What follows belongs to an exercise in optimizing a design on an open flow for small area, a short achievable clock period and few clock cycles per item; a production flow would make more cautious choices. Function was not checked in any run shown here: the RTL went through the layout flow alone.

==> design/flow/design.v <==
module bsm_xfade (
    input  wire        clk,
    input  wire        rst,
    input  wire        cmd_valid,
    output wire        cmd_ready,
    input  wire [11:0] cmd_len,
    input  wire        in_valid,
    output wire        in_ready,
    input  wire [15:0] in_dst,
    input  wire [15:0] in_src,
    output wire        out_valid,
    input  wire        out_ready,
    output wire [15:0] out_data
);
    localparam F   = 29;              
    localparam CT  = 14;            
    localparam K   = 3;               
    localparam W   = F + 16 - CT;     
    localparam WL  = F - CT;          
    reg        active;    
    reg [11:0] left;      
    reg        first;     
    reg        rdy_r;     
    reg        full_r;    
    reg        nq;        
    reg        vA, vB;    
    reg [10:0] dv;        
    reg [11:0] pr;        
    reg [F:0]  q;         
    reg [3:0]  dcnt;      
    reg        dfirst;    
    reg [F-1:0] x;        
    reg [11:0]  u;        
    reg         second;   
    wire cmd_fire = cmd_valid && !active;
    wire in_fire  = in_valid && in_ready;
    wire pop      = out_ready && nq;
    wire nq_pop   = nq && !pop;
    wire stallB   = vB && nq_pop;              
    wire stallA   = vA && stallB;              
    wire moveB    = vB && !stallB;
    assign cmd_ready = !active;
    assign in_ready  = rdy_r && (!full_r || out_ready);
    wire [11:0] dr [0:K];
    wire [K-1:0] qb;
    assign dr[0] = pr;
    genvar gj;
    generate
        for (gj = 0; gj < K; gj = gj + 1) begin : g_div
            wire [11:0] tw = {dr[gj][10:0], dfirst && (gj == 0)};
            assign dr[gj+1] = dr[gj][11] ? tw + {1'b0, dv} : tw - {1'b0, dv};
            assign qb[K-1-gj] = !dr[gj+1][11];
        end
    endgenerate
    wire [11:0]  pd;
    wire         pd_co;
    xf_add #(12) u_pd (.a(pr), .b({1'b0, dv} ^ {12{!pr[11]}}), .ci(!pr[11]),
                       .s(pd), .co(pd_co));
    wire [11:0]  rr  = pr[11] ? pd : pr;                     
    wire [11:0]  rmd = pr[11] ? pr : pd;                     
    wire         cu  = !second && !u[11];
    wire [11:0]  un;
    wire         un_co;
    xf_add #(12) u_un (.a(second ? rmd : u), .b(cu ? rmd : rr), .ci(1'b0),
                       .s(un), .co(un_co));
    wire [F:0]   xs;
    wire         xs_co;
    xf_add #(F+1) u_xs (.a({1'b0, x}), .b(q), .ci(cu), .s(xs), .co(xs_co));
    wire [F-1:0] xn  = (xs[F] | xs_co) ? {F{1'b1}} : xs[F-1:0];
    wire [16:0] dl_in;
    wire        dl_co;
    xf_add #(17) u_dl (.a({in_dst[15], in_dst}), .b(~{in_src[15], in_src}), .ci(1'b1),
                       .s(dl_in), .co(dl_co));
    reg [16:0] dlA;
    reg [15:0] sA;
    wire [W-1:0] ra, rb;
    xf_mul u_mul (.dl(dlA), .x(x), .s(sA), .ra(ra), .rb(rb));
    wire [WL-1:0] lp = ra[WL-1:0] ^ rb[WL-1:0];
    wire [WL-1:0] lt = ra[WL-1:0] | rb[WL-1:0];
    wire [WL-1:0] ls;
    wire          lco;
    xf_add #(WL) u_lo (.a(ra[WL-1:0]), .b(rb[WL-1:0]), .ci(1'b0), .s(ls), .co(lco));
    wire [3:0]    l4s;
    wire          c11;    
    xf_add #(WL-11) u_l4 (.a(ra[WL-12:0]), .b(rb[WL-12:0]), .ci(1'b0), .s(l4s), .co(c11));
    wire          zl  = (lp[WL-11] == c11) && (lp[WL-1:WL-10] == lt[WL-2:WL-11]);
    reg  [15:0]   raB, rbB;
    reg           zB, cB;
    wire [15:0]  hi;
    wire         hi_co;
    xf_add #(16) u_y (.a(raB), .b(rbB), .ci(cB), .s(hi), .co(hi_co));
    wire         zi  = zB;
    wire [15:0]  res;
    wire         res_co;
    xf_add #(16) u_res (.a(hi), .b(16'd0), .ci(hi[15] & ~zi), .s(res), .co(res_co));
    reg [15:0] e0;
    assign out_valid = nq;
    assign out_data  = e0;
    wire       nq_nx  = nq_pop || moveB;
    wire       vA_nx  = in_fire || stallA;
    wire       vB_nx  = (vA && !stallB) || stallB;
    always @(posedge clk) begin
        if (moveB)
            e0 <= res;
        if (!stallB) begin
            raB <= ra[W-1:WL];
            rbB <= rb[W-1:WL];
            zB  <= zl;
            cB  <= lco;
        end
        if (!stallA) begin
            dlA <= dl_in;
            sA  <= in_src;
        end
        if (dcnt != 4'd0) begin
            dcnt <= dcnt - 4'd1;
            pr   <= dr[K];
            q    <= {q[F-K:0], qb};
        end
        dfirst <= 1'b0;
        if (cmd_fire) begin
            dv <= cmd_len[10:0] - 11'd1;
            q  <= {(F+1){1'b0}};
            if (cmd_len > 12'd512) begin
                dcnt <= 4'd7; pr <= 12'd256;
            end else if (cmd_len > 12'd64) begin
                dcnt <= 4'd8; pr <= 12'd32;
            end else if (cmd_len > 12'd8) begin
                dcnt <= 4'd9; pr <= 12'd4;
            end else begin
                dcnt <= 4'd10; pr <= 12'd0; dfirst <= 1'b1;
            end
        end
        if (in_fire) begin
            second <= first;
            if (first) begin
                x <= {F{1'b0}};
            end else begin
                x <= xn;
                u <= un;
            end
        end
        if (rst) begin
            active <= 1'b0;
            left   <= 12'd0;
            first  <= 1'b0;
            rdy_r  <= 1'b0;
            nq     <= 1'b0;
            full_r <= 1'b0;
            vA     <= 1'b0;
            vB     <= 1'b0;
            dcnt   <= 4'd0;
        end else begin
            nq <= nq_nx;
            vA <= vA_nx;
            vB <= vB_nx;
            full_r <= nq_nx && vA_nx && vB_nx;
            if (cmd_fire) begin
                active <= (cmd_len != 12'd0);
                left   <= cmd_len;
                first  <= 1'b1;
                rdy_r  <= (cmd_len != 12'd0);
            end else begin
                if (in_fire) begin
                    left   <= left - 12'd1;
                    first  <= 1'b0;
                    active <= (left != 12'd1);
                end
                rdy_r <= active && !(in_fire && left == 12'd1)
                         && ((first && !in_fire) || (dcnt == 4'd0) || (dcnt == 4'd1));
            end
        end
    end
endmodule
module xf_mul (
    input  wire [16:0] dl,
    input  wire [28:0] x,
    input  wire [15:0] s,
    output wire [44:14] ra,
    output wire [44:14] rb
);
    wire [17:-1] db = {dl[16], dl, 1'b0};
    wire [29:-1] xe = {1'b0, x, 1'b0};
    wire one0 = db[0] ^ db[-1];
    wire two0 = (db[1] & ~db[0] & ~db[-1]) | (~db[1] & db[0] & db[-1]);
    wire neg0 = db[1] & ~(db[0] & db[-1]);
    wire nneg0 = ~neg0;
    wire p0_14 = ((one0 & xe[14]) | (two0 & xe[13])) ^ neg0;
    wire p0_15 = ((one0 & xe[15]) | (two0 & xe[14])) ^ neg0;
    wire p0_16 = ((one0 & xe[16]) | (two0 & xe[15])) ^ neg0;
    wire p0_17 = ((one0 & xe[17]) | (two0 & xe[16])) ^ neg0;
    wire p0_18 = ((one0 & xe[18]) | (two0 & xe[17])) ^ neg0;
    wire p0_19 = ((one0 & xe[19]) | (two0 & xe[18])) ^ neg0;
    wire p0_20 = ((one0 & xe[20]) | (two0 & xe[19])) ^ neg0;
    wire p0_21 = ((one0 & xe[21]) | (two0 & xe[20])) ^ neg0;
    wire p0_22 = ((one0 & xe[22]) | (two0 & xe[21])) ^ neg0;
    wire p0_23 = ((one0 & xe[23]) | (two0 & xe[22])) ^ neg0;
    wire p0_24 = ((one0 & xe[24]) | (two0 & xe[23])) ^ neg0;
    wire p0_25 = ((one0 & xe[25]) | (two0 & xe[24])) ^ neg0;
    wire p0_26 = ((one0 & xe[26]) | (two0 & xe[25])) ^ neg0;
    wire p0_27 = ((one0 & xe[27]) | (two0 & xe[26])) ^ neg0;
    wire p0_28 = ((one0 & xe[28]) | (two0 & xe[27])) ^ neg0;
    wire p0_29 = ((one0 & xe[29]) | (two0 & xe[28])) ^ neg0;
    wire one1 = db[2] ^ db[1];
    wire two1 = (db[3] & ~db[2] & ~db[1]) | (~db[3] & db[2] & db[1]);
    wire neg1 = db[3] & ~(db[2] & db[1]);
    wire nneg1 = ~neg1;
    wire p1_12 = ((one1 & xe[12]) | (two1 & xe[11])) ^ neg1;
    wire p1_13 = ((one1 & xe[13]) | (two1 & xe[12])) ^ neg1;
    wire p1_14 = ((one1 & xe[14]) | (two1 & xe[13])) ^ neg1;
    wire p1_15 = ((one1 & xe[15]) | (two1 & xe[14])) ^ neg1;
    wire p1_16 = ((one1 & xe[16]) | (two1 & xe[15])) ^ neg1;
    wire p1_17 = ((one1 & xe[17]) | (two1 & xe[16])) ^ neg1;
    wire p1_18 = ((one1 & xe[18]) | (two1 & xe[17])) ^ neg1;
    wire p1_19 = ((one1 & xe[19]) | (two1 & xe[18])) ^ neg1;
    wire p1_20 = ((one1 & xe[20]) | (two1 & xe[19])) ^ neg1;
    wire p1_21 = ((one1 & xe[21]) | (two1 & xe[20])) ^ neg1;
    wire p1_22 = ((one1 & xe[22]) | (two1 & xe[21])) ^ neg1;
    wire p1_23 = ((one1 & xe[23]) | (two1 & xe[22])) ^ neg1;
    wire p1_24 = ((one1 & xe[24]) | (two1 & xe[23])) ^ neg1;
    wire p1_25 = ((one1 & xe[25]) | (two1 & xe[24])) ^ neg1;
    wire p1_26 = ((one1 & xe[26]) | (two1 & xe[25])) ^ neg1;
    wire p1_27 = ((one1 & xe[27]) | (two1 & xe[26])) ^ neg1;
    wire p1_28 = ((one1 & xe[28]) | (two1 & xe[27])) ^ neg1;
    wire p1_29 = ((one1 & xe[29]) | (two1 & xe[28])) ^ neg1;
    wire one2 = db[4] ^ db[3];
    wire two2 = (db[5] & ~db[4] & ~db[3]) | (~db[5] & db[4] & db[3]);
    wire neg2 = db[5] & ~(db[4] & db[3]);
    wire nneg2 = ~neg2;
    wire p2_10 = ((one2 & xe[10]) | (two2 & xe[9])) ^ neg2;
    wire p2_11 = ((one2 & xe[11]) | (two2 & xe[10])) ^ neg2;
    wire p2_12 = ((one2 & xe[12]) | (two2 & xe[11])) ^ neg2;
    wire p2_13 = ((one2 & xe[13]) | (two2 & xe[12])) ^ neg2;
    wire p2_14 = ((one2 & xe[14]) | (two2 & xe[13])) ^ neg2;
    wire p2_15 = ((one2 & xe[15]) | (two2 & xe[14])) ^ neg2;
    wire p2_16 = ((one2 & xe[16]) | (two2 & xe[15])) ^ neg2;
    wire p2_17 = ((one2 & xe[17]) | (two2 & xe[16])) ^ neg2;
    wire p2_18 = ((one2 & xe[18]) | (two2 & xe[17])) ^ neg2;
    wire p2_19 = ((one2 & xe[19]) | (two2 & xe[18])) ^ neg2;
    wire p2_20 = ((one2 & xe[20]) | (two2 & xe[19])) ^ neg2;
    wire p2_21 = ((one2 & xe[21]) | (two2 & xe[20])) ^ neg2;
    wire p2_22 = ((one2 & xe[22]) | (two2 & xe[21])) ^ neg2;
    wire p2_23 = ((one2 & xe[23]) | (two2 & xe[22])) ^ neg2;
    wire p2_24 = ((one2 & xe[24]) | (two2 & xe[23])) ^ neg2;
    wire p2_25 = ((one2 & xe[25]) | (two2 & xe[24])) ^ neg2;
    wire p2_26 = ((one2 & xe[26]) | (two2 & xe[25])) ^ neg2;
    wire p2_27 = ((one2 & xe[27]) | (two2 & xe[26])) ^ neg2;
    wire p2_28 = ((one2 & xe[28]) | (two2 & xe[27])) ^ neg2;
    wire p2_29 = ((one2 & xe[29]) | (two2 & xe[28])) ^ neg2;
    wire one3 = db[6] ^ db[5];
    wire two3 = (db[7] & ~db[6] & ~db[5]) | (~db[7] & db[6] & db[5]);
    wire neg3 = db[7] & ~(db[6] & db[5]);
    wire nneg3 = ~neg3;
    wire p3_8 = ((one3 & xe[8]) | (two3 & xe[7])) ^ neg3;
    wire p3_9 = ((one3 & xe[9]) | (two3 & xe[8])) ^ neg3;
    wire p3_10 = ((one3 & xe[10]) | (two3 & xe[9])) ^ neg3;
    wire p3_11 = ((one3 & xe[11]) | (two3 & xe[10])) ^ neg3;
    wire p3_12 = ((one3 & xe[12]) | (two3 & xe[11])) ^ neg3;
    wire p3_13 = ((one3 & xe[13]) | (two3 & xe[12])) ^ neg3;
    wire p3_14 = ((one3 & xe[14]) | (two3 & xe[13])) ^ neg3;
    wire p3_15 = ((one3 & xe[15]) | (two3 & xe[14])) ^ neg3;
    wire p3_16 = ((one3 & xe[16]) | (two3 & xe[15])) ^ neg3;
    wire p3_17 = ((one3 & xe[17]) | (two3 & xe[16])) ^ neg3;
    wire p3_18 = ((one3 & xe[18]) | (two3 & xe[17])) ^ neg3;
    wire p3_19 = ((one3 & xe[19]) | (two3 & xe[18])) ^ neg3;
    wire p3_20 = ((one3 & xe[20]) | (two3 & xe[19])) ^ neg3;
    wire p3_21 = ((one3 & xe[21]) | (two3 & xe[20])) ^ neg3;
    wire p3_22 = ((one3 & xe[22]) | (two3 & xe[21])) ^ neg3;
    wire p3_23 = ((one3 & xe[23]) | (two3 & xe[22])) ^ neg3;
    wire p3_24 = ((one3 & xe[24]) | (two3 & xe[23])) ^ neg3;
    wire p3_25 = ((one3 & xe[25]) | (two3 & xe[24])) ^ neg3;
    wire p3_26 = ((one3 & xe[26]) | (two3 & xe[25])) ^ neg3;
    wire p3_27 = ((one3 & xe[27]) | (two3 & xe[26])) ^ neg3;
    wire p3_28 = ((one3 & xe[28]) | (two3 & xe[27])) ^ neg3;
    wire p3_29 = ((one3 & xe[29]) | (two3 & xe[28])) ^ neg3;
    wire one4 = db[8] ^ db[7];
    wire two4 = (db[9] & ~db[8] & ~db[7]) | (~db[9] & db[8] & db[7]);
    wire neg4 = db[9] & ~(db[8] & db[7]);
    wire nneg4 = ~neg4;
    wire p4_6 = ((one4 & xe[6]) | (two4 & xe[5])) ^ neg4;
    wire p4_7 = ((one4 & xe[7]) | (two4 & xe[6])) ^ neg4;
    wire p4_8 = ((one4 & xe[8]) | (two4 & xe[7])) ^ neg4;
    wire p4_9 = ((one4 & xe[9]) | (two4 & xe[8])) ^ neg4;
    wire p4_10 = ((one4 & xe[10]) | (two4 & xe[9])) ^ neg4;
    wire p4_11 = ((one4 & xe[11]) | (two4 & xe[10])) ^ neg4;
    wire p4_12 = ((one4 & xe[12]) | (two4 & xe[11])) ^ neg4;
    wire p4_13 = ((one4 & xe[13]) | (two4 & xe[12])) ^ neg4;
    wire p4_14 = ((one4 & xe[14]) | (two4 & xe[13])) ^ neg4;
    wire p4_15 = ((one4 & xe[15]) | (two4 & xe[14])) ^ neg4;
    wire p4_16 = ((one4 & xe[16]) | (two4 & xe[15])) ^ neg4;
    wire p4_17 = ((one4 & xe[17]) | (two4 & xe[16])) ^ neg4;
    wire p4_18 = ((one4 & xe[18]) | (two4 & xe[17])) ^ neg4;
    wire p4_19 = ((one4 & xe[19]) | (two4 & xe[18])) ^ neg4;
    wire p4_20 = ((one4 & xe[20]) | (two4 & xe[19])) ^ neg4;
    wire p4_21 = ((one4 & xe[21]) | (two4 & xe[20])) ^ neg4;
    wire p4_22 = ((one4 & xe[22]) | (two4 & xe[21])) ^ neg4;
    wire p4_23 = ((one4 & xe[23]) | (two4 & xe[22])) ^ neg4;
    wire p4_24 = ((one4 & xe[24]) | (two4 & xe[23])) ^ neg4;
    wire p4_25 = ((one4 & xe[25]) | (two4 & xe[24])) ^ neg4;
    wire p4_26 = ((one4 & xe[26]) | (two4 & xe[25])) ^ neg4;
    wire p4_27 = ((one4 & xe[27]) | (two4 & xe[26])) ^ neg4;
    wire p4_28 = ((one4 & xe[28]) | (two4 & xe[27])) ^ neg4;
    wire p4_29 = ((one4 & xe[29]) | (two4 & xe[28])) ^ neg4;
    wire one5 = db[10] ^ db[9];
    wire two5 = (db[11] & ~db[10] & ~db[9]) | (~db[11] & db[10] & db[9]);
    wire neg5 = db[11] & ~(db[10] & db[9]);
    wire nneg5 = ~neg5;
    wire p5_4 = ((one5 & xe[4]) | (two5 & xe[3])) ^ neg5;
    wire p5_5 = ((one5 & xe[5]) | (two5 & xe[4])) ^ neg5;
    wire p5_6 = ((one5 & xe[6]) | (two5 & xe[5])) ^ neg5;
    wire p5_7 = ((one5 & xe[7]) | (two5 & xe[6])) ^ neg5;
    wire p5_8 = ((one5 & xe[8]) | (two5 & xe[7])) ^ neg5;
    wire p5_9 = ((one5 & xe[9]) | (two5 & xe[8])) ^ neg5;
    wire p5_10 = ((one5 & xe[10]) | (two5 & xe[9])) ^ neg5;
    wire p5_11 = ((one5 & xe[11]) | (two5 & xe[10])) ^ neg5;
    wire p5_12 = ((one5 & xe[12]) | (two5 & xe[11])) ^ neg5;
    wire p5_13 = ((one5 & xe[13]) | (two5 & xe[12])) ^ neg5;
    wire p5_14 = ((one5 & xe[14]) | (two5 & xe[13])) ^ neg5;
    wire p5_15 = ((one5 & xe[15]) | (two5 & xe[14])) ^ neg5;
    wire p5_16 = ((one5 & xe[16]) | (two5 & xe[15])) ^ neg5;
    wire p5_17 = ((one5 & xe[17]) | (two5 & xe[16])) ^ neg5;
    wire p5_18 = ((one5 & xe[18]) | (two5 & xe[17])) ^ neg5;
    wire p5_19 = ((one5 & xe[19]) | (two5 & xe[18])) ^ neg5;
    wire p5_20 = ((one5 & xe[20]) | (two5 & xe[19])) ^ neg5;
    wire p5_21 = ((one5 & xe[21]) | (two5 & xe[20])) ^ neg5;
    wire p5_22 = ((one5 & xe[22]) | (two5 & xe[21])) ^ neg5;
    wire p5_23 = ((one5 & xe[23]) | (two5 & xe[22])) ^ neg5;
    wire p5_24 = ((one5 & xe[24]) | (two5 & xe[23])) ^ neg5;
    wire p5_25 = ((one5 & xe[25]) | (two5 & xe[24])) ^ neg5;
    wire p5_26 = ((one5 & xe[26]) | (two5 & xe[25])) ^ neg5;
    wire p5_27 = ((one5 & xe[27]) | (two5 & xe[26])) ^ neg5;
    wire p5_28 = ((one5 & xe[28]) | (two5 & xe[27])) ^ neg5;
    wire p5_29 = ((one5 & xe[29]) | (two5 & xe[28])) ^ neg5;
    wire one6 = db[12] ^ db[11];
    wire two6 = (db[13] & ~db[12] & ~db[11]) | (~db[13] & db[12] & db[11]);
    wire neg6 = db[13] & ~(db[12] & db[11]);
    wire nneg6 = ~neg6;
    wire p6_2 = ((one6 & xe[2]) | (two6 & xe[1])) ^ neg6;
    wire p6_3 = ((one6 & xe[3]) | (two6 & xe[2])) ^ neg6;
    wire p6_4 = ((one6 & xe[4]) | (two6 & xe[3])) ^ neg6;
    wire p6_5 = ((one6 & xe[5]) | (two6 & xe[4])) ^ neg6;
    wire p6_6 = ((one6 & xe[6]) | (two6 & xe[5])) ^ neg6;
    wire p6_7 = ((one6 & xe[7]) | (two6 & xe[6])) ^ neg6;
    wire p6_8 = ((one6 & xe[8]) | (two6 & xe[7])) ^ neg6;
    wire p6_9 = ((one6 & xe[9]) | (two6 & xe[8])) ^ neg6;
    wire p6_10 = ((one6 & xe[10]) | (two6 & xe[9])) ^ neg6;
    wire p6_11 = ((one6 & xe[11]) | (two6 & xe[10])) ^ neg6;
    wire p6_12 = ((one6 & xe[12]) | (two6 & xe[11])) ^ neg6;
    wire p6_13 = ((one6 & xe[13]) | (two6 & xe[12])) ^ neg6;
    wire p6_14 = ((one6 & xe[14]) | (two6 & xe[13])) ^ neg6;
    wire p6_15 = ((one6 & xe[15]) | (two6 & xe[14])) ^ neg6;
    wire p6_16 = ((one6 & xe[16]) | (two6 & xe[15])) ^ neg6;
    wire p6_17 = ((one6 & xe[17]) | (two6 & xe[16])) ^ neg6;
    wire p6_18 = ((one6 & xe[18]) | (two6 & xe[17])) ^ neg6;
    wire p6_19 = ((one6 & xe[19]) | (two6 & xe[18])) ^ neg6;
    wire p6_20 = ((one6 & xe[20]) | (two6 & xe[19])) ^ neg6;
    wire p6_21 = ((one6 & xe[21]) | (two6 & xe[20])) ^ neg6;
    wire p6_22 = ((one6 & xe[22]) | (two6 & xe[21])) ^ neg6;
    wire p6_23 = ((one6 & xe[23]) | (two6 & xe[22])) ^ neg6;
    wire p6_24 = ((one6 & xe[24]) | (two6 & xe[23])) ^ neg6;
    wire p6_25 = ((one6 & xe[25]) | (two6 & xe[24])) ^ neg6;
    wire p6_26 = ((one6 & xe[26]) | (two6 & xe[25])) ^ neg6;
    wire p6_27 = ((one6 & xe[27]) | (two6 & xe[26])) ^ neg6;
    wire p6_28 = ((one6 & xe[28]) | (two6 & xe[27])) ^ neg6;
    wire p6_29 = ((one6 & xe[29]) | (two6 & xe[28])) ^ neg6;
    wire one7 = db[14] ^ db[13];
    wire two7 = (db[15] & ~db[14] & ~db[13]) | (~db[15] & db[14] & db[13]);
    wire neg7 = db[15] & ~(db[14] & db[13]);
    wire nneg7 = ~neg7;
    wire p7_0 = ((one7 & xe[0]) | (two7 & xe[-1])) ^ neg7;
    wire p7_1 = ((one7 & xe[1]) | (two7 & xe[0])) ^ neg7;
    wire p7_2 = ((one7 & xe[2]) | (two7 & xe[1])) ^ neg7;
    wire p7_3 = ((one7 & xe[3]) | (two7 & xe[2])) ^ neg7;
    wire p7_4 = ((one7 & xe[4]) | (two7 & xe[3])) ^ neg7;
    wire p7_5 = ((one7 & xe[5]) | (two7 & xe[4])) ^ neg7;
    wire p7_6 = ((one7 & xe[6]) | (two7 & xe[5])) ^ neg7;
    wire p7_7 = ((one7 & xe[7]) | (two7 & xe[6])) ^ neg7;
    wire p7_8 = ((one7 & xe[8]) | (two7 & xe[7])) ^ neg7;
    wire p7_9 = ((one7 & xe[9]) | (two7 & xe[8])) ^ neg7;
    wire p7_10 = ((one7 & xe[10]) | (two7 & xe[9])) ^ neg7;
    wire p7_11 = ((one7 & xe[11]) | (two7 & xe[10])) ^ neg7;
    wire p7_12 = ((one7 & xe[12]) | (two7 & xe[11])) ^ neg7;
    wire p7_13 = ((one7 & xe[13]) | (two7 & xe[12])) ^ neg7;
    wire p7_14 = ((one7 & xe[14]) | (two7 & xe[13])) ^ neg7;
    wire p7_15 = ((one7 & xe[15]) | (two7 & xe[14])) ^ neg7;
    wire p7_16 = ((one7 & xe[16]) | (two7 & xe[15])) ^ neg7;
    wire p7_17 = ((one7 & xe[17]) | (two7 & xe[16])) ^ neg7;
    wire p7_18 = ((one7 & xe[18]) | (two7 & xe[17])) ^ neg7;
    wire p7_19 = ((one7 & xe[19]) | (two7 & xe[18])) ^ neg7;
    wire p7_20 = ((one7 & xe[20]) | (two7 & xe[19])) ^ neg7;
    wire p7_21 = ((one7 & xe[21]) | (two7 & xe[20])) ^ neg7;
    wire p7_22 = ((one7 & xe[22]) | (two7 & xe[21])) ^ neg7;
    wire p7_23 = ((one7 & xe[23]) | (two7 & xe[22])) ^ neg7;
    wire p7_24 = ((one7 & xe[24]) | (two7 & xe[23])) ^ neg7;
    wire p7_25 = ((one7 & xe[25]) | (two7 & xe[24])) ^ neg7;
    wire p7_26 = ((one7 & xe[26]) | (two7 & xe[25])) ^ neg7;
    wire p7_27 = ((one7 & xe[27]) | (two7 & xe[26])) ^ neg7;
    wire p7_28 = ((one7 & xe[28]) | (two7 & xe[27])) ^ neg7;
    wire p7_29 = ((one7 & xe[29]) | (two7 & xe[28])) ^ neg7;
    wire one8 = db[16] ^ db[15];
    wire two8 = (db[17] & ~db[16] & ~db[15]) | (~db[17] & db[16] & db[15]);
    wire neg8 = db[17] & ~(db[16] & db[15]);
    wire nneg8 = ~neg8;
    wire p8_0 = ((one8 & xe[0]) | (two8 & xe[-1])) ^ neg8;
    wire p8_1 = ((one8 & xe[1]) | (two8 & xe[0])) ^ neg8;
    wire p8_2 = ((one8 & xe[2]) | (two8 & xe[1])) ^ neg8;
    wire p8_3 = ((one8 & xe[3]) | (two8 & xe[2])) ^ neg8;
    wire p8_4 = ((one8 & xe[4]) | (two8 & xe[3])) ^ neg8;
    wire p8_5 = ((one8 & xe[5]) | (two8 & xe[4])) ^ neg8;
    wire p8_6 = ((one8 & xe[6]) | (two8 & xe[5])) ^ neg8;
    wire p8_7 = ((one8 & xe[7]) | (two8 & xe[6])) ^ neg8;
    wire p8_8 = ((one8 & xe[8]) | (two8 & xe[7])) ^ neg8;
    wire p8_9 = ((one8 & xe[9]) | (two8 & xe[8])) ^ neg8;
    wire p8_10 = ((one8 & xe[10]) | (two8 & xe[9])) ^ neg8;
    wire p8_11 = ((one8 & xe[11]) | (two8 & xe[10])) ^ neg8;
    wire p8_12 = ((one8 & xe[12]) | (two8 & xe[11])) ^ neg8;
    wire p8_13 = ((one8 & xe[13]) | (two8 & xe[12])) ^ neg8;
    wire p8_14 = ((one8 & xe[14]) | (two8 & xe[13])) ^ neg8;
    wire p8_15 = ((one8 & xe[15]) | (two8 & xe[14])) ^ neg8;
    wire p8_16 = ((one8 & xe[16]) | (two8 & xe[15])) ^ neg8;
    wire p8_17 = ((one8 & xe[17]) | (two8 & xe[16])) ^ neg8;
    wire p8_18 = ((one8 & xe[18]) | (two8 & xe[17])) ^ neg8;
    wire p8_19 = ((one8 & xe[19]) | (two8 & xe[18])) ^ neg8;
    wire p8_20 = ((one8 & xe[20]) | (two8 & xe[19])) ^ neg8;
    wire p8_21 = ((one8 & xe[21]) | (two8 & xe[20])) ^ neg8;
    wire p8_22 = ((one8 & xe[22]) | (two8 & xe[21])) ^ neg8;
    wire p8_23 = ((one8 & xe[23]) | (two8 & xe[22])) ^ neg8;
    wire p8_24 = ((one8 & xe[24]) | (two8 & xe[23])) ^ neg8;
    wire p8_25 = ((one8 & xe[25]) | (two8 & xe[24])) ^ neg8;
    wire p8_26 = ((one8 & xe[26]) | (two8 & xe[25])) ^ neg8;
    wire p8_27 = ((one8 & xe[27]) | (two8 & xe[26])) ^ neg8;
    wire p8_28 = ((one8 & xe[28]) | (two8 & xe[27])) ^ neg8;
    wire s1, c2;
    assign {c2, s1} = p0_14 + p1_12;
    wire s3, c4;
    assign {c4, s3} = p0_15 + p1_13;
    wire s5, c6;
    assign {c6, s5} = p0_16 + p1_14 + p2_12;
    wire s7, c8;
    assign {c8, s7} = p0_17 + p1_15 + p2_13;
    wire s9, c10;
    assign {c10, s9} = p0_18 + p1_16;
    wire s11, c12;
    assign {c12, s11} = p0_19 + p1_17;
    wire s13, c14;
    assign {c14, s13} = p0_20 + p1_18;
    wire s15, c16;
    assign {c16, s15} = p0_21 + p1_19;
    wire s17, c18;
    assign {c18, s17} = p0_22 + p1_20;
    wire s19, c20;
    assign {c20, s19} = p0_23 + p1_21;
    wire s21, c22;
    assign {c22, s21} = p0_24 + p1_22;
    wire s23, c24;
    assign {c24, s23} = p0_25 + p1_23;
    wire s25, c26;
    assign {c26, s25} = p0_26 + p1_24;
    wire s27, c28;
    assign {c28, s27} = p0_27 + p1_25;
    wire s29, c30;
    assign {c30, s29} = p0_28 + p1_26;
    wire s31, c32;
    assign {c32, s31} = p0_29 + p1_27 + p2_25;
    wire s33, c34;
    assign {c34, s33} = nneg0 + p1_28 + p2_26;
    wire s35, c36;
    assign {c36, s35} = p3_24 + p4_22;
    wire s37, c38;
    assign {c38, s37} = p1_29 + p2_27 + p3_25;
    wire s39, c40;
    assign {c40, s39} = p4_23 + p5_21;
    wire s41, c42;
    assign {c42, s41} = nneg1 + p2_28 + p3_26;
    wire s43, c44;
    assign {c44, s43} = p2_29 + p3_27;
    wire s45, c46;
    assign {c46, s45} = s1 + p2_10 + p3_8;
    wire s47, c48;
    assign {c48, s47} = p4_6 + p5_4;
    wire s49, c50;
    assign {c50, s49} = c2 + s3 + p2_11;
    wire s51, c52;
    assign {c52, s51} = p3_9 + p4_7 + p5_5;
    wire s53, c54;
    assign {c54, s53} = p6_3 + p7_1;
    wire s55, c56;
    assign {c56, s55} = c4 + s5 + p3_10;
    wire s57, c58;
    assign {c58, s57} = p4_8 + p5_6 + p6_4;
    wire s59, c60;
    assign {c60, s59} = p7_2 + p8_0 + neg8;
    wire s61, c62;
    assign {c62, s61} = c6 + s7 + p3_11;
    wire s63, c64;
    assign {c64, s63} = p4_9 + p5_7 + p6_5;
    wire s65, c66;
    assign {c66, s65} = p7_3 + p8_1 + 1'b1;
    wire s67, c68;
    assign {c68, s67} = c8 + s9 + p2_14;
    wire s69, c70;
    assign {c70, s69} = p3_12 + p4_10 + p5_8;
    wire s71, c72;
    assign {c72, s71} = p6_6 + p7_4 + p8_2;
    wire s73, c74;
    assign {c74, s73} = c10 + s11 + p2_15;
    wire s75, c76;
    assign {c76, s75} = p3_13 + p4_11 + p5_9;
    wire s77, c78;
    assign {c78, s77} = p6_7 + p7_5 + p8_3;
    wire s79, c80;
    assign {c80, s79} = c12 + s13 + p2_16;
    wire s81, c82;
    assign {c82, s81} = p3_14 + p4_12 + p5_10;
    wire s83, c84;
    assign {c84, s83} = p6_8 + p7_6 + p8_4;
    wire s85, c86;
    assign {c86, s85} = c14 + s15 + p2_17;
    wire s87, c88;
    assign {c88, s87} = p3_15 + p4_13 + p5_11;
    wire s89, c90;
    assign {c90, s89} = p6_9 + p7_7 + p8_5;
    wire s91, c92;
    assign {c92, s91} = c16 + s17 + p2_18;
    wire s93, c94;
    assign {c94, s93} = p3_16 + p4_14 + p5_12;
    wire s95, c96;
    assign {c96, s95} = p6_10 + p7_8 + p8_6;
    wire s97, c98;
    assign {c98, s97} = c18 + s19 + p2_19;
    wire s99, c100;
    assign {c100, s99} = p3_17 + p4_15 + p5_13;
    wire s101, c102;
    assign {c102, s101} = p6_11 + p7_9 + p8_7;
    wire s103, c104;
    assign {c104, s103} = c20 + s21 + p2_20;
    wire s105, c106;
    assign {c106, s105} = p3_18 + p4_16 + p5_14;
    wire s107, c108;
    assign {c108, s107} = p6_12 + p7_10 + p8_8;
    wire s109, c110;
    assign {c110, s109} = c22 + s23 + p2_21;
    wire s111, c112;
    assign {c112, s111} = p3_19 + p4_17 + p5_15;
    wire s113, c114;
    assign {c114, s113} = p6_13 + p7_11 + p8_9;
    wire s115, c116;
    assign {c116, s115} = c24 + s25 + p2_22;
    wire s117, c118;
    assign {c118, s117} = p3_20 + p4_18 + p5_16;
    wire s119, c120;
    assign {c120, s119} = p6_14 + p7_12 + p8_10;
    wire s121, c122;
    assign {c122, s121} = c26 + s27 + p2_23;
    wire s123, c124;
    assign {c124, s123} = p3_21 + p4_19 + p5_17;
    wire s125, c126;
    assign {c126, s125} = p6_15 + p7_13 + p8_11;
    wire s127, c128;
    assign {c128, s127} = c28 + s29 + p2_24;
    wire s129, c130;
    assign {c130, s129} = p3_22 + p4_20 + p5_18;
    wire s131, c132;
    assign {c132, s131} = p6_16 + p7_14 + p8_12;
    wire s133, c134;
    assign {c134, s133} = c30 + s31 + p3_23;
    wire s135, c136;
    assign {c136, s135} = p4_21 + p5_19 + p6_17;
    wire s137, c138;
    assign {c138, s137} = p7_15 + p8_13 + s[0];
    wire s139, c140;
    assign {c140, s139} = c32 + s33 + s35;
    wire s141, c142;
    assign {c142, s141} = p5_20 + p6_18 + p7_16;
    wire s143, c144;
    assign {c144, s143} = p8_14 + s[1] + 1'b1;
    wire s145, c146;
    assign {c146, s145} = c34 + c36 + s37;
    wire s147, c148;
    assign {c148, s147} = s39 + p6_19 + p7_17;
    wire s149, c150;
    assign {c150, s149} = p8_15 + s[2] + 1'b1;
    wire s151, c152;
    assign {c152, s151} = c38 + c40 + s41;
    wire s153, c154;
    assign {c154, s153} = p4_24 + p5_22 + p6_20;
    wire s155, c156;
    assign {c156, s155} = p7_18 + p8_16 + s[3];
    wire s157, c158;
    assign {c158, s157} = c42 + s43 + p4_25;
    wire s159, c160;
    assign {c160, s159} = p5_23 + p6_21 + p7_19;
    wire s161, c162;
    assign {c162, s161} = p8_17 + s[4] + 1'b1;
    wire s163, c164;
    assign {c164, s163} = c44 + nneg2 + p3_28;
    wire s165, c166;
    assign {c166, s165} = p4_26 + p5_24 + p6_22;
    wire s167, c168;
    assign {c168, s167} = p7_20 + p8_18 + s[5];
    wire s169, c170;
    assign {c170, s169} = p3_29 + p4_27 + p5_25;
    wire s171, c172;
    assign {c172, s171} = p6_23 + p7_21 + p8_19;
    wire s173, c174;
    assign {c174, s173} = s[6] + 1'b1;
    wire s175, c176;
    assign {c176, s175} = nneg3 + p4_28 + p5_26;
    wire s177, c178;
    assign {c178, s177} = p6_24 + p7_22 + p8_20;
    wire s179, c180;
    assign {c180, s179} = p4_29 + p5_27 + p6_25;
    wire s181, c182;
    assign {c182, s181} = p7_23 + p8_21;
    wire s183, c184;
    assign {c184, s183} = nneg4 + p5_28 + p6_26;
    wire s185, c186;
    assign {c186, s185} = p5_29 + p6_27;
    wire s187, c188;
    assign {c188, s187} = s45 + s47 + p6_2;
    wire s189, c190;
    assign {c190, s189} = c46 + c48 + s49;
    wire s191, c192;
    assign {c192, s191} = s51 + s53;
    wire s193, c194;
    assign {c194, s193} = c50 + c52 + c54;
    wire s195, c196;
    assign {c196, s195} = s55 + s57 + s59;
    wire s197, c198;
    assign {c198, s197} = c56 + c58 + c60;
    wire s199, c200;
    assign {c200, s199} = s61 + s63 + s65;
    wire s201, c202;
    assign {c202, s201} = c62 + c64 + c66;
    wire s203, c204;
    assign {c204, s203} = s67 + s69 + s71;
    wire s205, c206;
    assign {c206, s205} = c68 + c70 + c72;
    wire s207, c208;
    assign {c208, s207} = s73 + s75 + s77;
    wire s209, c210;
    assign {c210, s209} = c74 + c76 + c78;
    wire s211, c212;
    assign {c212, s211} = s79 + s81 + s83;
    wire s213, c214;
    assign {c214, s213} = c80 + c82 + c84;
    wire s215, c216;
    assign {c216, s215} = s85 + s87 + s89;
    wire s217, c218;
    assign {c218, s217} = c86 + c88 + c90;
    wire s219, c220;
    assign {c220, s219} = s91 + s93 + s95;
    wire s221, c222;
    assign {c222, s221} = c92 + c94 + c96;
    wire s223, c224;
    assign {c224, s223} = s97 + s99 + s101;
    wire s225, c226;
    assign {c226, s225} = c98 + c100 + c102;
    wire s227, c228;
    assign {c228, s227} = s103 + s105 + s107;
    wire s229, c230;
    assign {c230, s229} = c104 + c106 + c108;
    wire s231, c232;
    assign {c232, s231} = s109 + s111 + s113;
    wire s233, c234;
    assign {c234, s233} = c110 + c112 + c114;
    wire s235, c236;
    assign {c236, s235} = s115 + s117 + s119;
    wire s237, c238;
    assign {c238, s237} = c116 + c118 + c120;
    wire s239, c240;
    assign {c240, s239} = s121 + s123 + s125;
    wire s241, c242;
    assign {c242, s241} = c122 + c124 + c126;
    wire s243, c244;
    assign {c244, s243} = s127 + s129 + s131;
    wire s245, c246;
    assign {c246, s245} = c128 + c130 + c132;
    wire s247, c248;
    assign {c248, s247} = s133 + s135 + s137;
    wire s249, c250;
    assign {c250, s249} = c134 + c136 + c138;
    wire s251, c252;
    assign {c252, s251} = s139 + s141 + s143;
    wire s253, c254;
    assign {c254, s253} = c140 + c142 + c144;
    wire s255, c256;
    assign {c256, s255} = s145 + s147 + s149;
    wire s257, c258;
    assign {c258, s257} = c146 + c148 + c150;
    wire s259, c260;
    assign {c260, s259} = s151 + s153 + s155;
    wire s261, c262;
    assign {c262, s261} = c152 + c154 + c156;
    wire s263, c264;
    assign {c264, s263} = s157 + s159 + s161;
    wire s265, c266;
    assign {c266, s265} = c158 + c160 + c162;
    wire s267, c268;
    assign {c268, s267} = s163 + s165 + s167;
    wire s269, c270;
    assign {c270, s269} = c164 + c166 + c168;
    wire s271, c272;
    assign {c272, s271} = s169 + s171 + s173;
    wire s273, c274;
    assign {c274, s273} = c170 + c172 + c174;
    wire s275, c276;
    assign {c276, s275} = s175 + s177 + s[7];
    wire s277, c278;
    assign {c278, s277} = c176 + c178 + s179;
    wire s279, c280;
    assign {c280, s279} = s181 + s[8] + 1'b1;
    wire s281, c282;
    assign {c282, s281} = c180 + c182 + s183;
    wire s283, c284;
    assign {c284, s283} = p7_24 + p8_22 + s[9];
    wire s285, c286;
    assign {c286, s285} = c184 + s185 + p7_25;
    wire s287, c288;
    assign {c288, s287} = p8_23 + s[10] + 1'b1;
    wire s289, c290;
    assign {c290, s289} = c186 + nneg5 + p6_28;
    wire s291, c292;
    assign {c292, s291} = p7_26 + p8_24 + s[11];
    wire s293, c294;
    assign {c294, s293} = p6_29 + p7_27 + p8_25;
    wire s295, c296;
    assign {c296, s295} = s[12] + 1'b1;
    wire s297, c298;
    assign {c298, s297} = nneg6 + p7_28 + p8_26;
    wire s299, c300;
    assign {c300, s299} = p7_29 + p8_27;
    wire s301, c302;
    assign {c302, s301} = s187 + p7_0;
    wire s303, c304;
    assign {c304, s303} = c188 + s189 + s191;
    wire s305, c306;
    assign {c306, s305} = c190 + c192 + s193;
    wire s307, c308;
    assign {c308, s307} = c194 + c196 + s197;
    wire s309, c310;
    assign {c310, s309} = c198 + c200 + s201;
    wire s311, c312;
    assign {c312, s311} = c202 + c204 + s205;
    wire s313, c314;
    assign {c314, s313} = c206 + c208 + s209;
    wire s315, c316;
    assign {c316, s315} = c210 + c212 + s213;
    wire s317, c318;
    assign {c318, s317} = c214 + c216 + s217;
    wire s319, c320;
    assign {c320, s319} = c218 + c220 + s221;
    wire s321, c322;
    assign {c322, s321} = c222 + c224 + s225;
    wire s323, c324;
    assign {c324, s323} = c226 + c228 + s229;
    wire s325, c326;
    assign {c326, s325} = c230 + c232 + s233;
    wire s327, c328;
    assign {c328, s327} = c234 + c236 + s237;
    wire s329, c330;
    assign {c330, s329} = c238 + c240 + s241;
    wire s331, c332;
    assign {c332, s331} = c242 + c244 + s245;
    wire s333, c334;
    assign {c334, s333} = c246 + c248 + s249;
    wire s335, c336;
    assign {c336, s335} = c250 + c252 + s253;
    wire s337, c338;
    assign {c338, s337} = c254 + c256 + s257;
    wire s339, c340;
    assign {c340, s339} = c258 + c260 + s261;
    wire s341, c342;
    assign {c342, s341} = c262 + c264 + s265;
    wire s343, c344;
    assign {c344, s343} = c266 + c268 + s269;
    wire s345, c346;
    assign {c346, s345} = c270 + c272 + s273;
    wire s347, c348;
    assign {c348, s347} = c274 + c276 + s277;
    wire s349, c350;
    assign {c350, s349} = c278 + c280 + s281;
    wire s351, c352;
    assign {c352, s351} = c282 + c284 + s285;
    wire s353, c354;
    assign {c354, s353} = c286 + c288 + s289;
    wire s355, c356;
    assign {c356, s355} = c290 + c292 + s293;
    wire s357, c358;
    assign {c358, s357} = c294 + c296 + s297;
    wire s359, c360;
    assign {c360, s359} = c298 + s299 + s[14];
    wire s361, c362;
    assign {c362, s361} = c300 + nneg7 + p8_28;
    wire s363, c364;
    assign {c364, s363} = s301 + neg7;
    wire s365, c366;
    assign {c366, s365} = c302 + s303 + 1'b1;
    wire s367, c368;
    assign {c368, s367} = c304 + s305 + s195;
    wire s369, c370;
    assign {c370, s369} = c306 + s307 + s199;
    wire s371, c372;
    assign {c372, s371} = c308 + s309 + s203;
    wire s373, c374;
    assign {c374, s373} = c310 + s311 + s207;
    wire s375, c376;
    assign {c376, s375} = c312 + s313 + s211;
    wire s377, c378;
    assign {c378, s377} = c314 + s315 + s215;
    wire s379, c380;
    assign {c380, s379} = c316 + s317 + s219;
    wire s381, c382;
    assign {c382, s381} = c318 + s319 + s223;
    wire s383, c384;
    assign {c384, s383} = c320 + s321 + s227;
    wire s385, c386;
    assign {c386, s385} = c322 + s323 + s231;
    wire s387, c388;
    assign {c388, s387} = c324 + s325 + s235;
    wire s389, c390;
    assign {c390, s389} = c326 + s327 + s239;
    wire s391, c392;
    assign {c392, s391} = c328 + s329 + s243;
    wire s393, c394;
    assign {c394, s393} = c330 + s331 + s247;
    wire s395, c396;
    assign {c396, s395} = c332 + s333 + s251;
    wire s397, c398;
    assign {c398, s397} = c334 + s335 + s255;
    wire s399, c400;
    assign {c400, s399} = c336 + s337 + s259;
    wire s401, c402;
    assign {c402, s401} = c338 + s339 + s263;
    wire s403, c404;
    assign {c404, s403} = c340 + s341 + s267;
    wire s405, c406;
    assign {c406, s405} = c342 + s343 + s271;
    wire s407, c408;
    assign {c408, s407} = c344 + s345 + s275;
    wire s409, c410;
    assign {c410, s409} = c346 + s347 + s279;
    wire s411, c412;
    assign {c412, s411} = c348 + s349 + s283;
    wire s413, c414;
    assign {c414, s413} = c350 + s351 + s287;
    wire s415, c416;
    assign {c416, s415} = c352 + s353 + s291;
    wire s417, c418;
    assign {c418, s417} = c354 + s355 + s295;
    wire s419, c420;
    assign {c420, s419} = c356 + s357 + s[13];
    wire s421, c422;
    assign {c422, s421} = c358 + s359 + 1'b1;
    wire s423, c424;
    assign {c424, s423} = c360 + s361 + s[15];
    wire [44:0] rA = {c422, c420, c418, c416, c414, c412, c410, c408, c406, c404, c402, c400, c398, c396, c394, c392, c390, c388, c386, c384, c382, c380, c378, c376, c374, c372, c370, c368, c366, c364, s363, 1'b0, 1'b0, 1'b0, 1'b0, 1'b0, 1'b0, 1'b0, 1'b0, 1'b0, 1'b0, 1'b0, 1'b0, 1'b0, 1'b0};
    wire [44:0] rB = {s423, s421, s419, s417, s415, s413, s411, s409, s407, s405, s403, s401, s399, s397, s395, s393, s391, s389, s387, s385, s383, s381, s379, s377, s375, s373, s371, s369, s367, s365, 1'b1, 1'b0, 1'b0, 1'b0, 1'b0, 1'b0, 1'b0, 1'b0, 1'b0, 1'b0, 1'b0, 1'b0, 1'b0, 1'b0, 1'b0};
    assign ra = rA[44:14];
    assign rb = rB[44:14];
endmodule
module xf_add #(parameter N = 8) (
    input  wire [N-1:0] a,
    input  wire [N-1:0] b,
    input  wire         ci,
    output wire [N-1:0] s,
    output wire         co
);
    localparam L = $clog2(N + 1);
    wire [N:0] g0 = {a & b, ci};
    wire [N:0] p0 = {a ^ b, 1'b0};
    reg  [N:0] g, p;
    integer lv, i;
    always @* begin
        g = g0;
        p = p0;
        for (lv = 0; lv < L; lv = lv + 1)
            for (i = (2 << lv) - 1; i <= N; i = i + (2 << lv)) begin
                g[i] = g[i] | (p[i] & g[i - (1 << lv)]);
                p[i] = p[i] & p[i - (1 << lv)];
            end
        for (lv = L - 2; lv >= 0; lv = lv - 1)
            for (i = (3 << lv) - 1; i <= N; i = i + (2 << lv)) begin
                g[i] = g[i] | (p[i] & g[i - (1 << lv)]);
                p[i] = p[i] & p[i - (1 << lv)];
            end
    end
    assign s  = p0[N:1] ^ g[N-1:0];
    assign co = g[N];
endmodule
==> design/flow/run.sh <==
#!/bin/bash
# synth_recipe.tcl (not shown) runs the flow's synth.tcl, then flattens the netlist and writes it again
# the make line also repeats each setting of config.mk as NAME=value (left out here)
make -C /OpenROAD-flow-scripts/flow DESIGN_CONFIG=/design/flow/config.mk WORK_HOME=/design/flow/orfs CLKGATE_MAP_FILE= SYNTH_SCRIPT=/design/flow/synth_recipe.tcl finish
==> design/flow/config.mk <==
export PLATFORM = sky130hd
export DESIGN_NAME = bsm_xfade
export DESIGN_NICKNAME = bsm_xfade
export VERILOG_FILES = /design/flow/design.v
export SDC_FILE = /design/flow/constraint.sdc
export NUM_CORES = 4
export LEC_CHECK = 0
export ABC_CLOCK_PERIOD_IN_PS = 5000
export CAP_MARGIN = 20
export CORE_MARGIN = 2
export CORE_UTILIZATION = 40
export PLACE_DENSITY = 0.6
export SETUP_SLACK_MARGIN = 5
export SLEW_MARGIN = 20
==> design/flow/constraint.sdc <==
create_clock -name core_clock -period 10.0 [get_ports {clk}]
set_input_delay 2.0000 -clock core_clock [delete_from_list [all_inputs] [get_ports {clk}]]
set_output_delay 2.0000 -clock core_clock [all_outputs]
set_load 0.01 [all_outputs]
==> impl.org, run 1 <==
** Die
- In this run the count of I/O pins placed on the die edge is 68.
- Initial Util :: 0.403
- Die Ht :: 244 microns
- The floorplan has 88 rows.
- The core region is 57400 sq um.
- The die is 244 microns wide.
- The floorplan step defined a die boundary enclosing 59700 sq um.

** Synthesis
- Synthesis instantiated 76 different standard cells from the library.
- Yosys mapped a number of flops with a built-in enable equal to 148.
- Synthesized area :: 23100 sq um
- A synthesized cell averages 9.57 sq um.
- Sequential cell area fraction in the yosys report :: 0.239
- Counting flops with an async set or reset pin after synthesis yields a share of 0.
- Dominant synthesized flop cell :: edfxtp_1
- For this run, the number of Yosys warnings is 7.
- Synthesized netlist net count :: 2893
- Synthesis-stage register bit count :: 202
- Synthesis handed over a netlist of 2414 instances.

** STA
- Period utilization :: 0.505
- After layout, the minimum clock period comes to 5050 ps.
- Total negative slack :: 0 ps
- Setup repair after global routing could not meet its margin everywhere.
- At the pin with the least slew margin, the transition time is 852 ps.
- Across the routed clock network, the largest skew measured is 21.4 ps.
- Maximum operating frequency :: 0.198 GHz
- Setup violations remaining at the end of the flow were counted as 0.
- The number of hold violations in the final report came to 0.
- The number of max-slew violations in the final report is 0.
- In this run the tightest slew margin relative to its limit is 0.426.

** Worst setup path
- STA classifies the critical path endpoint as a register.
- The largest individual stage delay along the critical path comes from the cell edfxtp_1.
- Max incr delay on CP :: 510 ps
- Maximum fanout along the worst path :: 5
- Endpoint arrival time on the critical path :: 5510 ps
- For the worst setup path, the data required time is 10460 ps.
- The worst setup path is launched from a register.
- Worst-path cell chain :: buf_4 > inv_1 > a21oi_1 > xnor2_1 > ha_1 > o21ai_2 > or2b_1 > and3_4 > nor3_4 > nor2_4 > buf_12 > buf_4 > mux2i_4 > ha_4 > nand2b_1 > a21oi_4 > nor2_4 > o31ai_4 > o41a_1 > a221oi_2 > o21ai_2 > and3_4 > o31a_1
- Crit path kind :: reg -> reg

** Clock tree
- Clock-pin slew was measured on the worst setup and hold paths at 60 ps.
- Clock tree root buffer cell :: clkbuf_16
- Counting along the longest clock path gives a buffer depth of 3.
- Hold buffers post-CTS :: 0
- Clock tree from TritonCTS :: done
- In this run the number of H-tree levels came out at 1.
- Clock network latency to the later pin of the worst-skew pair :: 580 ps
- Number of buffers inserted during clock tree synthesis :: 26
- Number of sinks handled by clock tree synthesis :: 202

** Drt
- The count of nets left with antenna violations once routing finished came out at 0.
- Detail-routed net length per standard cell :: 19.5 microns
- The routed design has 64.7 mm of wire.
- DRT Pass-1 Iters :: 6
- Violation count after the first detailed-route iteration :: 1429
- The final route contains 18200 vias.
- Mean number of vias per cell :: 5.48
- After detailed routing, the number of remaining DRC violations is 0.

** Run status
- The run finished with no timing, DRC or antenna violations.

** Place
- Input and output buffers added on the ports amount to 67.
- Weighted congestion at the end of routability-driven global placement :: 0.894
- Half-perimeter wire length of the detailed placement result :: 44.9 mm
- Dpl cells :: 3144
- Summing all placed instances gives a cell area of 24500 sq um.

** GRT
- GRT Overall Usage :: 0.215
- The number of antenna violations at the first check in global routing is 1.
- Gr ovfl total :: 0
- Wire length of the first global-routing pass :: 103 mm
- Entering global routing, the biggest net connects 44 pins.
- Via count of the first global-routing pass :: 18800

** Finish
- Antenna cells :: 0
- Fraction of layout cells with a size suffix above 1 :: 0.153
- From synthesis to final layout, the design area changed by 18.7%.
- Total Nets Final :: 3007
- The finished cells cover 27400 sq um.
- Leaving out filler cells and counting taps, the final layout contains 3311.

** Worst hold path
- Worst Hold Class :: reg -> reg

** Run
- The tool flagged a number of max-cap violations equal to 0.
[layer usage]
layer  wire length (microns)  GRT usage
met1                   27800      0.288
met2                   30900      0.363
met3                    3810     0.0294
met4                    2180     0.0622
met5                      16    0.00163
[cell families (layout without fill, tap and decap cells)]
group / after synthesis / count (layout) / synth area share
and+or+nand+nor: 492 / 492 / 0.105
adders and majority gates: 430 / 430 / 0.304
AOI/OAI and AO/OA: 513 / 513 / 0.147
DFF: 202 / 202 / 0.239
muxes: 23 / 23 / 0.0103
buffers and inverters: 431 / 563 / 0.0710
xor gates and xnor gates: 323 / 323 / 0.123
[layout by cell type, fill, tap and decap left out, drive strengths merged, types with 27 or more instances in the layout]
cell type	n
nor2b	43
clkdlybuf4s50	66
a21o	35
clkbuf	34
ha	210
buf	152
xnor2	183
a21oi	142
nand3	27
dfxtp	54
fa	220
xor2	140
nor3	40
nand2b	42
inv	290
edfxtp	148
nor2	115
a22oi	160
nand2	153
o21ai	73
[per-stage QoR]
step | utilization | hold slack [ps] | setup WS (ps)
2_1_floorplan | - | 436 | 5000
4_1_cts | 0.467 | 469 | 4950
5_1_grt | 0.478 | 494 | 4730
3_5_place_dp | 0.428 | 460 | 3930
3_3_place_gp | 0.428 | 453 | 4020
6_report | 0.478 | 466 | 4950
[worst paths after layout]
path	from	end	slack [ps]	depth (start not counted)
setup / recovery	dv[3]	q[0]	4950	23
hold / removal	q[28]	q[28]	470	2
setup reg to reg	dv[3]	q[0]	4950	23
hold reg to reg	q[28]	q[28]	470	2
[what timing repair did]
item,4_1_cts,5_1_grt
cloned,5,1
setup endpoints to repair,21,18
gates resized for setup,122,111
pin swaps,58,64
buffers inserted,96,19
[flip-flops by register name (all words and copies together) (netlist names), 4 cells and up]
signal and flops:
dcnt 4, raB 16, rbB 16, q 30, left 12, x 29
u 12, dv 11, dlA 17, e0 16, pr 12, sA 16
[cell usage after synthesis, drive strengths merged (73+ instances only)]
master	n	area, sq um
a21oi	142	714
a22oi	160	1200
clkbuf	110	417
edfxtp	148	4440
fa	220	4400
ha	210	2630
inv	291	1090
nand2	153	574
nor2	115	434
o21ai	73	377
xnor2	183	1610
xor2	140	1230
[critical path, delay by kind of cell, from the launching register on]
family,cells,cell delay [ps]
compound gates,8,1440
simple gates,7,1280
buf+inv,4,730
fa+ha+maj,2,660
flops,1,510
mux,1,190
xor+xnor,1,140
[layout make-up]
class / instances / area [sq um]
clock buffer: 31 / 679
clock inverter: 15 / 135
fill: 5277 / 29900
inverter: 293 / 1120
multi-input combinational: 1781 / 16900
sequential: 202 / 5530
tap: 765 / 957
timing repair buffer: 224 / 2140
==> run 2, diff against run 1 <==
--- a/design/flow/design.v
+++ b/design/flow/design.v
@@ -20,3 +20,3 @@
     reg        active;    
-    reg [11:0] left;      
+    reg        dz;        
     reg        first;     
@@ -68,3 +68,5 @@
     xf_add #(F+1) u_xs (.a({1'b0, x}), .b(q), .ci(cu), .s(xs), .co(xs_co));
-    wire [F-1:0] xn  = (xs[F] | xs_co) ? {F{1'b1}} : xs[F-1:0];
+    wire         ovf = xs[F] | xs_co;      
+    wire [F-1:0] xn  = ovf ? {F{1'b1}} : xs[F-1:0];
+    wire         last = first ? dz : ovf;
     wire [16:0] dl_in;
@@ -144,3 +146,2 @@
             active <= 1'b0;
-            left   <= 12'd0;
             first  <= 1'b0;
@@ -159,3 +160,3 @@
                 active <= (cmd_len != 12'd0);
-                left   <= cmd_len;
+                dz     <= (cmd_len == 12'd1);
                 first  <= 1'b1;
@@ -164,7 +165,6 @@
                 if (in_fire) begin
-                    left   <= left - 12'd1;
                     first  <= 1'b0;
-                    active <= (left != 12'd1);
+                    active <= !last;
                 end
-                rdy_r <= active && !(in_fire && left == 12'd1)
+                rdy_r <= active && !(in_fire && last)
                          && ((first && !in_fire) || (dcnt == 4'd0) || (dcnt == 4'd1));
@@ -868,3 +868,4 @@
 );
-    localparam L = $clog2(N + 1);
+    localparam L = (N < 2) ? 1 : (N < 4) ? 2 : (N < 8) ? 3 : (N < 16) ? 4 :
+                   (N < 32) ? 5 : (N < 64) ? 6 : 7;    
     wire [N:0] g0 = {a & b, ci};
==> run 2 against run 1 <==
  * Non-clock buffer count is 7 lower
  * Critical path depth grew 1
  * Setup slack worse by 430 ps
  * Count of clock-buffer cells in the layout fell by 13
  * Register-to-register slack lost 430 ps
  * Global-route usage is 0.79 points higher
  * Largest cell class unchanged
==> impl.org, run 2 <==
** GRT
- Gr ovfl total :: 0
- The first global-routing pass estimated 98.6 mm of wire.
- GRT Overall Usage :: 0.223
- The number of antenna violations at the first check in global routing is 2.
- The number of global-route vias before repair is 17600.
- Entering global routing, the biggest net connects 56 pins.

** Synthesis
- Share of the synthesized area in the top cell type :: 0.199
- The share of the Yosys chip area taken by registers is 0.237.
- Share of the synthesized area in compound gates (AO/OA/AOI/OAI) :: 0.147
- Of the total synthesized cell area, the portion taken by full adders, half adders and majority gates is 0.313.
- In the synthesized netlist, the cells that appear most often are inv_1, fa_1, ha_1.
- The Yosys step of the flow raised 7 warnings.
- Number of enable-type register cells in the synthesized netlist :: 149
- Of the total synthesized cell area, the portion taken by XOR and XNOR cells is 0.125.
- Of all flip-flops after synthesis, the portion carrying an async set or reset was 0.
- After synthesis, the largest family of logic cells by area is adder cells.
- Unique cell type count in the Yosys netlist :: 74
- The biggest area contributor in the post-synthesis netlist is edfxtp_1.
- A synthesized cell averages 9.71 sq um.
- The mapped netlist covers 22500 sq um.
- Dominant synthesized flop cell :: edfxtp_1
- Synthesis-stage register bit count :: 191
- Yosys attributes the largest share of cell area to edfxtp_1, fa_1, ha_1.
- Yosys instantiated no cell more often than inv_1.
- Cells after synthesis :: 2314
- Synthesized netlist net count :: 2792
- Of the total synthesized cell area, the portion taken by AND, OR, NAND and NOR gates is 0.0862.
- Post-synthesis mux area share :: 0.0188

** Run status
- Result of the run :: finished clean

** Worst setup path
- Sort of element at the end of the critical path :: register
- Maximum fanout along the worst path :: 5
- STA puts the critical path data required time at 10250 ps.
- Setup crit start kind :: register
- The cell that appears most often on the critical path is a21o_1.
- By startpoint and endpoint, the worst setup path is classified as reg -> reg.
- On the worst path, the slowest cell contributes a delay of 540 ps.
- Worst-path cell chain :: buf_6 > nor2_1 > nand2_1 > o21ai_4 > a22oi_2 > xnor2_1 > ha_1 > inv_1 > fa_1 > inv_2 > fa_2 > fa_1 > inv_1 > fa_1 > inv_1 > ha_1 > a21o_1 > a21o_1 > a21o_1 > a21o_1 > a21oi_2 > o21ai_1 > a2111oi_1 > o21ai_1
- The slowest stage of the critical path is the fa_1 cell.
- Endpoint arrival time on the critical path :: 5730 ps

** STA
- Remaining max-slew budget at the tightest pin :: 0.373
- In the finished design, the share of the clock period the worst path needs comes to 0.548.
- For the pin with the worst max-slew slack, the measured transition is 940 ps.
- Setup slack of the critical path after layout :: 4520 ps
- The number of max-slew violations in the final report came to 0.
- Total negative slack :: 0 ps
- Clock skew on the completed layout was measured at 18.9 ps.
- Number of hold-slack violations in the final timing report :: 0
- Setup repair after global routing could not meet its margin everywhere.
- Minimum period implied by the final worst setup slack :: 5480 ps
- Maximum operating frequency :: 0.182 GHz
- Final hold analysis gives a worst-case slack of 472 ps.
- Total setup violations reported at the end of the flow :: 0

** Die
- The floorplan step defined a die boundary enclosing 58100 sq um.
- Row count :: 86
- Number of top-level pins :: 68
- Initial Util :: 0.406
- Die Ht :: 241 microns
- Floorplan Core Area :: 55300 sq um
- In this run the horizontal extent of the chip is 241 microns.

** Finish
- Once layout is complete, the cells apart from fillers number 3177.
- Relative to the synthesized area, the layout overhead comes to 16.8%.
- Fraction of layout cells with a size suffix above 1 :: 0.146
- Largest regs :: q: 30 flops, x: 29 flops, dlA: 17 flops
- More flip-flops sit in one register than any other, and that register is q.
- At the end of the flow, the number of nets in the layout was 2894.
- The library cell used most frequently in the layout, excluding fill and tap cells, is inv_1.
- Max FFs per register :: 30
- Antenna cells :: 0
- At the end of the flow the core is filled with cells to 0.474.
- Highest-count cells in the layout ignoring fill and taps :: inv_1, fa_1, ha_1

** Run
- Total of max-cap violations :: 0

** Clock tree
- Clock slew seen by the registers of the worst setup and hold paths :: 80 ps
- Number of H-tree levels :: 4
- The clock passes through at most 2 buffers.
- Clock network latency to the later pin of the worst-skew pair :: 510 ps
- Clock tree synthesis found a total of 191 sinks.
- Number of buffers inserted during clock tree synthesis :: 17
- TritonCTS built the clock tree.
- Hold buffers post-CTS :: 0
- Clock tree synthesis selected as its root buffer the cell clkbuf_16.

** Place
- Half-perimeter wire length of the detailed placement result :: 46.2 mm
- Count of buffers inserted at the top-level ports :: 67
- Pre-CTS WS :: 3680 ps
- Counting tap cells, the placed design contains a total of 3035 instances.
- Routability-driven placement finished with a final weighted congestion of 0.891.

** Drt
- DRT Pass-1 Iters :: 6
- DRC viols :: 0
- After detailed routing, no signal wire sits above met4.
- After detailed routing, the average wire length per cell comes to 20.0 microns.
- Total via count after detailed routing :: 17400
- Length of routed met3 wiring :: 4.82 mm
- The final layout contains routed wiring with a total length of 63.6 mm.
- Dividing the detail-routed via count by the number of cells gives 5.48.
- Violation count after the first detailed-route iteration :: 1265
- Once detail routing completed, the nets flagged for antenna violations numbered 0.
- The detailed router put a total of 28.4 mm of wire on met1.
- Routed length on met2 :: 28.8 mm

** Worst hold path
- The path class of the tightest hold or removal check is reg -> reg.
run 2: area by class of cell:
class	instances	area, sq um
Timing Repair Buffer	217	1930
Sequential cell	191	5320
Clock inverter	14	164
Fill cell	5157	29100
Inverter	308	1170
Multi-Input combinational cell	1681	16300
Tap cell	748	936
Clock buffer	18	439
run 2: metrics by stage:
stage	instance area, sq um
final	26200
after global placement	23900
after detailed placement	23900
after floorplan	22600
after CTS	25500
after global routing	26200
run 2: path summary, 6_finish.rpt:
path,from,to,slack (ps),cells past startpoint
setup reg to reg,dlA[1],cB,4520,24
setup / recovery,dlA[1],cB,4520,24
hold reg to reg,q[28],q[28],470,2
hold / removal,q[28],q[28],470,2
run 2: metal layers:
layer	vias up	GRT usage
met3	93	0.0423
met5	-	0
met1	8627	0.313
met4	0	0.0722
met2	683	0.348
li1	8004	-
run 2: cells by family (layout without fill, tap and decap cells):
family | count (synthesis) | count (layout)
buffers and inverters | 442 | 557
flip-flops | 191 | 191
AO/OA/AOI/OAI | 491 | 491
AND/OR/NAND/NOR | 405 | 405
XOR/XNOR | 315 | 315
adder cells (fa/ha/maj) | 429 | 429
multiplexers | 41 | 41
run 2: critical path: cells and delay by family, from the launching register on:
kind | cells | cell delay, ps
buffers and inverters | 5 | 380
AO/OA/AOI/OAI | 10 | 1520
adder cells (fa/ha/maj) | 6 | 2500
flip-flops | 1 | 490
AND/OR/NAND/NOR | 2 | 180
XOR/XNOR | 1 | 150
run 2: timing repair:
action,in CTS,in global routing
buffers inserted,68,39
resized for setup,96,83
setup endpoints to repair,17,19
cloned,2,1
pin swaps,42,47

[what the ideal ports hide]
Ports are ideal in the flow. The routed layouts listed here were re-timed in OpenROAD. Step 1 assumes that a clkbuf_16 drives the clock port and a buf_2 every other input. Step 2 times the ports against the registers' clock, not the clock port: input delays grow and output delays shrink by t, the midpoint of the rising clock arrivals with the driver on. Slacks: ideal / step 1 / step 2; pairs: ideal / step 1.
run | shift t [ns] | setup WS [ns] | slew at the worst register clock pin (ns)
run 1 | 0.629 | 4.950 / 4.950 / 4.692 | 0.07 / 0.07
run 2 | 0.551 | 4.516 / 4.516 / 4.516 | 0.08 / 0.08
After both steps setup and hold are still met in every run listed. For run 1, which loses most, drivers alone change the setup slack by 0.000 ns; drivers and shift together by -0.258 ns.
